This design comes from an exercise in tuning for small area, a short achievable clock period and few clock cycles on the open sky130 flow, not from production work.
Where RTL was checked, it was by simulation tests only, not by an equivalence proof against the original.
Power is estimated from default activity; no workload was simulated.

==> flow/design.v (excerpt) <==
module lpr_tune #(
    parameter [6:0] CFG_BASE_NOTE = 7'd24,
    parameter [6:0] CFG_PB_RANGE  = 7'd1,
    parameter       CFG_ZONE      = 1'b0,
    parameter [6:0] CFG_NUMCH     = 7'd15
) (
    input  wire        clk,
    input  wire        rst,
    input  wire        cmd_valid,
    input  wire [31:0] cmd,
    output wire        cmd_ready,
    output reg         resp_valid,
    output reg  [63:0] resp
);
    assign cmd_ready = 1'b1;
    reg       v1;
    reg [5:0] op1;
    reg [5:0] addr1;
    reg [6:0] imm1;
    reg       zlo1;       
    always @(posedge clk) begin
        if (rst) v1 <= 1'b0;
        else     v1 <= cmd_valid;
        op1   <= cmd[31:26];
        addr1 <= cmd[25:20];
        imm1  <= cmd[19:13];
        zlo1  <= (cmd[12:0] == 13'd0);
    end
    wire z_a    = (addr1 == 6'd0);
    wire z_i    = (imm1 == 7'd0);
    wire z_all  = z_a && z_i && zlo1;
    wire z_addr = z_i && zlo1;
    wire z_imm  = z_a && zlo1;
    wire is_nop  = (op1 == 6'h00) && z_all;
    wire is_base = (op1 == 6'h01) && z_imm;
    wire is_rng  = (op1 == 6'h02) && z_imm;
    wire is_get  = (op1 == 6'h03) && z_addr;
    wire is_rom  = (op1 == 6'h04) && z_addr;
    wire is_stat = (op1 == 6'h15) && z_all;
    wire is_pre  = is_rng && z_i;
    wire is_ill  = !(is_nop || is_base || is_rng || is_get || is_rom || is_stat);
    reg [6:0] base_note;
    reg [6:0] pb_range;
    reg       sticky;
    reg [2:0] rng_e;
    reg [5:0] rng_n;
    reg [2:0] e_i;
    always @(*) begin
        casez (imm1)
            7'b1??????: e_i = 3'd6;
            7'b01?????: e_i = 3'd5;
            7'b001????: e_i = 3'd4;
            7'b0001???: e_i = 3'd3;
            7'b00001??: e_i = 3'd2;
            7'b000001?: e_i = 3'd1;
            default:    e_i = 3'd0;
        endcase
    end
    wire [6:0] rn_i = imm1 << (3'd6 - e_i);
    always @(posedge clk) begin
        if (rst) begin
            base_note <= CFG_BASE_NOTE;
            pb_range  <= CFG_PB_RANGE;
            rng_e     <= 3'd0;
            rng_n     <= 6'd0;
            sticky    <= 1'b0;
        end else if (v1) begin
            if (is_base) base_note <= imm1;
            if (is_rng && !z_i) begin
                pb_range <= imm1;
                rng_e    <= e_i;
  ...
Size: roughly 2100 cells after synthesis, about 230 flip-flops, ~100 I/O pins, ~15000 sq um of cells after synthesis.
export LEC_CHECK = 0
export ABC_AREA = 1
export CAP_MARGIN = 20
export CORE_MARGIN = 2
export CORE_UTILIZATION = 40
export SLEW_MARGIN = 20
create_clock -name core_clock -period 10.0 [get_ports {clk}]
standard.sh (not shown) runs the stock make flow with config.mk's settings and CLKGATE_MAP_FILE= SYNTH_SCRIPT=/design/flow/synth_recipe.tcl, a recipe that flattens the netlist after the stock synthesis.
==> flow/flow/run.sh <==
#!/bin/bash
set -o pipefail
export BUFFER_PORTS_ARGS="-buffer_cell sky130_fd_sc_hd__buf_2"
bash standard.sh > standard.log 2>&1
status=$?
tail -n 40 standard.log
exit $status
The first run went through all stages and came out clean.
Edit:
--- a/flow/design.v
+++ b/flow/design.v
@@ -84,32 +84,38 @@
     parameter [6:0] CFG_NUMCH     = 7'd15
 ) (
     input  wire        clk,
     input  wire        rst,
     input  wire        cmd_valid,
     input  wire [31:0] cmd,
     output wire        cmd_ready,
     output reg         resp_valid,
     output reg  [63:0] resp
 );
     assign cmd_ready = 1'b1;
+    wire [5:0] lohi0;
+    wire       swap0, diag0;
+    lpr_tone_fold u_fold0 (.addr(cmd[25:20]), .lohi(lohi0), .swap(swap0), .diag(diag0));
     reg       v1;
     reg [5:0] op1;
     reg [5:0] addr1;
+    reg       swap1, diag1;
     reg [6:0] imm1;
     reg       zlo1;       
     always @(posedge clk) begin
         if (rst) v1 <= 1'b0;
         else     v1 <= cmd_valid;
         op1   <= cmd[31:26];
         addr1 <= cmd[25:20];
+        swap1 <= swap0;
+        diag1 <= diag0;
         imm1  <= cmd[19:13];
         zlo1  <= (cmd[12:0] == 13'd0);
     end
     wire z_a    = (addr1 == 6'd0);
     wire z_i    = (imm1 == 7'd0);
     wire z_all  = z_a && z_i && zlo1;
     wire z_addr = z_i && zlo1;
     wire z_imm  = z_a && zlo1;
     wire is_nop  = (op1 == 6'h00) && z_all;
     wire is_base = (op1 == 6'h01) && z_imm;
     wire is_rng  = (op1 == 6'h02) && z_imm;
@@ -221,26 +227,24 @@
             6'd62: m_tab = 13'd131;
             6'd63: m_tab = 13'd65;
             default: m_tab = 13'd0;
         endcase
     end
     reg [12:0] ml;      
     reg [2:0]  msh;     
     always @(posedge clk) begin
         ml  <= m_tab;
         msh <= rng_e + {2'd0, (rng_n != 6'd0)};
     end
-    wire [5:0]  lohi1;
-    wire        swap1, diag1;
+    wire [5:0]  lohi1 = swap1 ? {addr1[2:0], addr1[5:3]} : addr1;    
     wire [39:0] e1, rd1;
-    lpr_tone_fold     u_fold   (.addr(addr1), .lohi(lohi1), .swap(swap1), .diag(diag1));
     lpr_tone_rom_half u_half   (.lohi(lohi1), .e(e1));
     lpr_tone_unfold   u_unfold (.e(e1), .swap(swap1), .diag(diag1), .data(rd1));
     reg        v2, get2, rom2, stat2, err2, ill2;
     reg [39:0] rd2;
     always @(posedge clk) begin
         if (rst) v2 <= 1'b0;
         else     v2 <= v1;
         get2  <= is_get;
         rom2  <= is_rom;
         stat2 <= is_stat;
         err2  <= is_ill | is_pre;
- The new run completed with no timing, DRC or antenna violations
- wire length came out lower by 3.8%
- global-route usage went down by 1.2 points
- combinational power rises by about 10%
- worst setup slack gains 0.65 ns
- final area is lower by 1.1%
- total power hardly moves
- via count shrinks by 1.6%
- utilization decreases by 0.48 points
- critical path depth drops by 11
Testbench counts after the change, summed over its fixed seeds: cycles 2,592.
No functional check of the RTL was part of the first run of this note.

========
## before
lpr_tune with an RTL version that a note above also has.
Size in the first run: about 230 flip-flops, ~0.015 mm2 of cells after synthesis.
clock: 10.0 ns
lec_check: 0
abc_area: 1
cap_margin: 20
core_margin: 2
core_utilization: 40
slew_margin: 20
==> flow/flow/run.sh <==
#!/bin/bash
set -o pipefail
export BUFFER_PORTS_ARGS="-buffer_cell sky130_fd_sc_hd__buf_2"
export SETUP_SLACK_MARGIN=6.8
bash standard.sh > standard.log 2>&1
status=$?
tail -n 40 standard.log
exit $status
Testbench counts of before, summed over its fixed seeds: cycles 2,592.
What after does differently from before at the input level:
-- flow/design.v --
<<< before, line 93
);
    assign cmd_ready = 1'b1;
    wire [5:0] lohi0;
    wire       swap0, diag0;
    lpr_tone_fold u_fold0 (.addr(cmd[25:20]), .lohi(lohi0), .swap(swap0), .diag(diag0));
    reg       v1;
    reg [5:0] op1;
    reg [5:0] addr1;
    reg       swap1, diag1;
    reg [6:0] imm1;
    reg       zlo1;       
>>> after, line 93
);
    assign cmd_ready = 1'b1;
    reg       v1;
    reg [5:0] op1;
    reg [5:0] addr1;
    reg [6:0] imm1;
    reg       zlo1;       
<<< before, line 107
        op1   <= cmd[31:26];
        addr1 <= cmd[25:20];
        swap1 <= swap0;
        diag1 <= diag0;
        imm1  <= cmd[19:13];
        zlo1  <= (cmd[12:0] == 13'd0);
>>> after, line 103
        op1   <= cmd[31:26];
        addr1 <= cmd[25:20];
        imm1  <= cmd[19:13];
        zlo1  <= (cmd[12:0] == 13'd0);
<<< before, line 236
        msh <= rng_e + {2'd0, (rng_n != 6'd0)};
    end
    wire [5:0]  lohi1 = swap1 ? {addr1[2:0], addr1[5:3]} : addr1;    
    wire [39:0] e1, rd1;
    lpr_tone_rom_half u_half   (.lohi(lohi1), .e(e1));
    lpr_tone_unfold   u_unfold (.e(e1), .swap(swap1), .diag(diag1), .data(rd1));
>>> after, line 230
        msh <= rng_e + {2'd0, (rng_n != 6'd0)};
    end
    wire [5:0]  lohi1;
    wire        swap1, diag1;
    wire [39:0] e1, rd1;
    lpr_tone_fold     u_fold   (.addr(addr1), .lohi(lohi1), .swap(swap1), .diag(diag1));
    lpr_tone_rom_half u_half   (.lohi(lohi1), .e(e1));
    lpr_tone_unfold   u_unfold (.e(e1), .swap(swap1), .diag(diag1), .data(rd1));
Results
Clock network fraction of total power up 3.7 points in after wrt before
Portion of total power attributed to combinational logic for after: 3.2 points down relative to before
after: gate count after technology mapping lower than before
Against before, after comes in 6 higher on non-clock buffer instance count of the final layout.
Going from before to after, the ratio of final minimum period to clock period was found to have gone up by 0.20 points.
When after is set beside before, its worst-case setup margin in the final layout turns out to be 0.020 ns smaller.
Of the two values seen for start point of the critical path, ml[5]$_DFF_P_ was produced by before and ml[12]$_SDFF_PP0_ by after.
Per the comparison of after with before, multi-input combinational gate total higher, clock-buffer cell count lower, wire length of the first global-routing pass higher, initial antenna violation count lower, wire length after detailed routing higher.
The RTL of after was laid out without a check of its function.

========
lpr_tune, a different RTL version from the one above (not shown whole).
For scale: ~230 flip-flops, about 14000 um^2 of cells after synthesis.
clock: 10.0 ns
lec_check: 0
abc_area: 1
cap_margin: 20
core_margin: 2
core_utilization: 40
cts_cluster_diameter: 150
cts_cluster_size: 24
slew_margin: 20
Scripts as last shown in full above: flow/flow/run.sh
The baseline finished with timing, DRC and antenna clean.
Testbench counts at the start, summed over its fixed seeds: cycles 2,592.
==> next run, changes <==
--- a/flow/design.v
+++ b/flow/design.v
@@ -31,85 +31,91 @@
     assign e[25] = |(sel & 64'h000080608068D42A);
     assign e[26] = |(sel & 64'h00000080E088E034);
     assign e[27] = |(sel & 64'h0000C0C0C0303806);
     assign e[28] = |(sel & 64'h008080808040BC44);
     assign e[29] = |(sel & 64'h00808060601858E0);
     assign e[30] = |(sel & 64'h0000C0A0A040BCA4);
     assign e[31] = |(sel & 64'h000000C03068D4CC);
     assign e[32] = |(sel & 64'h008040A090D84C5C);
     assign e[33] = |(sel & 64'h000080C020906896);
     assign e[34] = |(sel & 64'h00000000C0E07018);
     assign e[35] = |(sel & 64'h00000000000080E0);
-    assign e[36] = |(sel & 64'h80C0E0F0F8FCFEFF);
+    assign e[36] = |(sel & 64'h0080C0E0F0F8FCFE);
     assign e[37] = |(sel & 64'h00808040D0C818D8);
     assign e[38] = |(sel & 64'h0080C0E0A070A0E4);
     assign e[39] = |(sel & 64'h0080C020F0286CAA);
 endmodule
 module lpr_tone_fold (
     input  wire [5:0] addr,
     output wire [5:0] lohi,
-    output wire       swap
+    output wire       swap,
+    output wire       diag
 );
     wire [2:0] row = addr[5:3];
     wire [2:0] col = addr[2:0];
     assign swap = (row > col);
+    assign diag = (row == col);
     assign lohi = swap ? {col, row} : {row, col};
 endmodule
 module lpr_tone_unfold (
     input  wire [39:0] e,
     input  wire        swap,
+    input  wire        diag,
     output wire [39:0] data
 );
-    assign data = swap ? {e[39:36], 4'd11 - e[35:32], ~e[31:0]} : e;
+    assign data = diag ? {4'd1, 36'd0}
+                : swap ? {e[39:36], 4'd11 - e[35:32], ~e[31:0]}
+                : e;
 endmodule
 module lpr_tone_rom (
     input  wire [5:0]  addr,
     output wire [39:0] data
 );
     wire [5:0]  lohi;
-    wire        swap;
+    wire        swap, diag;
     wire [39:0] e;
-    lpr_tone_fold     u_fold   (.addr(addr), .lohi(lohi), .swap(swap));
+    lpr_tone_fold     u_fold   (.addr(addr), .lohi(lohi), .swap(swap), .diag(diag));
     lpr_tone_rom_half u_half   (.lohi(lohi), .e(e));
-    lpr_tone_unfold   u_unfold (.e(e), .swap(swap), .data(data));
+    lpr_tone_unfold   u_unfold (.e(e), .swap(swap), .diag(diag), .data(data));
 endmodule
 module lpr_tune #(
     parameter [6:0] CFG_BASE_NOTE = 7'd24,
     parameter [6:0] CFG_PB_RANGE  = 7'd1,
     parameter       CFG_ZONE      = 1'b0,
     parameter [6:0] CFG_NUMCH     = 7'd15
 ) (
     input  wire        clk,
     input  wire        rst,
     input  wire        cmd_valid,
     input  wire [31:0] cmd,
     output wire        cmd_ready,
     output reg         resp_valid,
     output reg  [63:0] resp
 );
     assign cmd_ready = 1'b1;
     wire [5:0] lohi0;
-    wire       swap0;
-    lpr_tone_fold u_fold0 (.addr(cmd[25:20]), .lohi(lohi0), .swap(swap0));
+    wire       swap0, diag0;
+    lpr_tone_fold u_fold0 (.addr(cmd[25:20]), .lohi(lohi0), .swap(swap0), .diag(diag0));
     reg       v1;
     reg [5:0] op1;
     reg [5:0] addr1;
-    reg       swap1;
+    reg       swap1, diag1;
     reg [6:0] imm1;
     reg       zlo1;       
     always @(posedge clk) begin
         if (rst) v1 <= 1'b0;
         else     v1 <= cmd_valid;
         op1   <= cmd[31:26];
         addr1 <= cmd[25:20];
         swap1 <= swap0;
+        diag1 <= diag0;
         imm1  <= cmd[19:13];
         zlo1  <= (cmd[12:0] == 13'd0);
     end
     wire z_a    = (addr1 == 6'd0);
     wire z_i    = (imm1 == 7'd0);
     wire z_all  = z_a && z_i && zlo1;
     wire z_addr = z_i && zlo1;
     wire z_imm  = z_a && zlo1;
     wire is_nop  = (op1 == 6'h00) && z_all;
     wire is_base = (op1 == 6'h01) && z_imm;
     wire is_rng  = (op1 == 6'h02) && z_imm;
@@ -224,23 +230,23 @@
         endcase
     end
     reg [12:0] ml;      
     reg [2:0]  msh;     
     always @(posedge clk) begin
         ml  <= m_tab;
         msh <= rng_e + {2'd0, (rng_n != 6'd0)};
     end
     wire [5:0]  lohi1 = swap1 ? {addr1[2:0], addr1[5:3]} : addr1;    
     wire [39:0] e1, rd1;
     lpr_tone_rom_half u_half   (.lohi(lohi1), .e(e1));
-    lpr_tone_unfold   u_unfold (.e(e1), .swap(swap1), .data(rd1));
+    lpr_tone_unfold   u_unfold (.e(e1), .swap(swap1), .diag(diag1), .data(rd1));
     reg        v2, get2, rom2, stat2, err2, ill2;
     reg [39:0] rd2;
     always @(posedge clk) begin
         if (rst) v2 <= 1'b0;
         else     v2 <= v1;
         get2  <= is_get;
         rom2  <= is_rom;
         stat2 <= is_stat;
         err2  <= is_ill | is_pre;
         ill2  <= is_ill;
         rd2   <= rd1;
What happened: Routed wire length stays flat; area after synthesis went up by 1.0%; via count came out higher by 2.7%; final cell count came out higher by 2.8%; power shrinks by 3.6%; cell area came out higher by 0.64%.
The RTL of the second run of this note was laid out without a check of its function.

========
== main ==
Another version of the RTL of lpr_tune (not shown whole).
Size: roughly 230 flip-flops, ~100 I/O pins, about 0.014 mm^2 of cells after synthesis.
clock: 10.0 ns
lec_check: 0
abc_area: 1
cap_margin: 20
core_margin: 2
core_utilization: 40
cts_cluster_diameter: 150
cts_cluster_size: 24
slew_margin: 20
==> flow/flow/run.sh <==
#!/bin/bash
set -o pipefail
export BUFFER_PORTS_ARGS="-buffer_cell sky130_fd_sc_hd__buf_2"
export SETUP_SLACK_MARGIN=7.0
bash standard.sh > standard.log 2>&1
status=$?
tail -n 40 standard.log
exit $status
Testbench counts of main, summed over its fixed seeds: cycles 2,592.
Changes in the feature branch relative to main:
diff --git a/flow/design.v b/flow/design.v
--- a/flow/design.v
+++ b/flow/design.v
@@ -115,47 +115,42 @@
     wire is_rng  = (op1 == 6'h02) && z_imm;
     wire is_get  = (op1 == 6'h03) && z_addr;
     wire is_rom  = (op1 == 6'h04) && z_addr;
     wire is_stat = (op1 == 6'h15) && z_all;
     wire is_pre  = is_rng && z_i;
     wire is_ill  = !(is_nop || is_base || is_rng || is_get || is_rom || is_stat);
     reg [6:0] base_note;
     reg [6:0] pb_range;
     reg       sticky;
     reg [2:0] rng_e;
-    reg [5:0] rng_n;
-    reg [2:0] e_i;
     always @(*) begin
-        casez (imm1)
-            7'b1??????: e_i = 3'd6;
-            7'b01?????: e_i = 3'd5;
-            7'b001????: e_i = 3'd4;
-            7'b0001???: e_i = 3'd3;
-            7'b00001??: e_i = 3'd2;
-            7'b000001?: e_i = 3'd1;
-            default:    e_i = 3'd0;
+        casez (pb_range)
+            7'b1??????: rng_e = 3'd6;
+            7'b01?????: rng_e = 3'd5;
+            7'b001????: rng_e = 3'd4;
+            7'b0001???: rng_e = 3'd3;
+            7'b00001??: rng_e = 3'd2;
+            7'b000001?: rng_e = 3'd1;
+            default:    rng_e = 3'd0;
         endcase
     end
-    wire [6:0] rn_i = imm1 << (3'd6 - e_i);
+    wire [6:0] rn_full = pb_range << (3'd6 - rng_e);
+    wire [5:0] rng_n = rn_full[5:0];
     always @(posedge clk) begin
         if (rst) begin
             base_note <= CFG_BASE_NOTE;
             pb_range  <= CFG_PB_RANGE;
-            rng_e     <= 3'd0;
-            rng_n     <= 6'd0;
             sticky    <= 1'b0;
         end else if (v1) begin
             if (is_base) base_note <= imm1;
             if (is_rng && !z_i) begin
                 pb_range <= imm1;
-                rng_e    <= e_i;
-                rng_n    <= rn_i[5:0];
             end
             if (is_ill || is_pre) sticky <= 1'b1;
         end
     end
     reg [12:0] m_tab;
     always @(*) begin
         case (rng_n)
             6'd0 : m_tab = 13'd0;
             6'd1 : m_tab = 13'd7936;
             6'd2 : m_tab = 13'd7696;
==> comparison <==
met1 usage for the feature branch: 1.1 points down relative to main. Re area of the multi-input gates: main was lower than the feature branch. Synthesized cell count in the feature branch is 76 lower than in main. The xor/xnor cell area share of the yosys netlist reported for the feature branch is greater than that of main by 1.2 points. Comparing the two runs side by side, the feature branch comes out ahead of main on time the final worst path needs with I/O delays and setup. The feature branch ended with more layout-stage area growth over the synthesis result than main. The clock latency on the worst-skew pair was comparable across main and the feature branch. The feature branch went all the way through synthesis, placement and routing and the layout is clean on timing, DRC and antenna. Global-route wire length before repair: main and the feature branch compared, lower one is the feature branch. Cmp the feature branch vs main: share of post-route cells with drive strength above 1 higher in the feature branch. The feature branch ends up with higher maximum frequency than main does. The feature branch ends up with lower cell count than main does.
Testbench counts of the feature branch, summed over its fixed seeds: cycles 2,592.

## separate check: timing with driven ports
Ports are ideal in the flow. The routed layouts listed here were re-timed in OpenROAD.
Step 1 assumes that a clkbuf_16 drives the clock port and a buf_2 every other input.
Step 2 times the ports against the registers' clock, not the clock port: input delays grow and output delays shrink by t, the midpoint of the rising clock arrivals with the driver on.
Three values: ideal ports, drivers, drivers and shift; two values: the first two.
run	t, ns	setup slack, ns	worst setup path at the end	worst slew at a driven data input, ns	cell pins on the clock port's net
the first run of note 1	0.597	6.070 / 6.070 / 6.070	register to register	0.05	1
the second run of note 1	0.585	6.721 / 6.721 / 6.721	register to register	0.06	1
before	0.587	6.944 / 6.928 / 6.944	register to register	0.06	1
after	0.595	6.923 / 6.923 / 6.923	register to register	0.05	1
the first run of note 3	0.534	6.935 / 6.935 / 6.935	register to register	0.04	1
the second run of note 3	0.538	6.932 / 6.932 / 6.932	register to register	0.04	1
main	0.539	6.972 / 6.972 / 6.972	register to register	0.04	1
the feature branch	0.514	7.047 / 7.001 / 7.059	register to register	0.07	1
After both steps setup and hold are still met in every run listed.
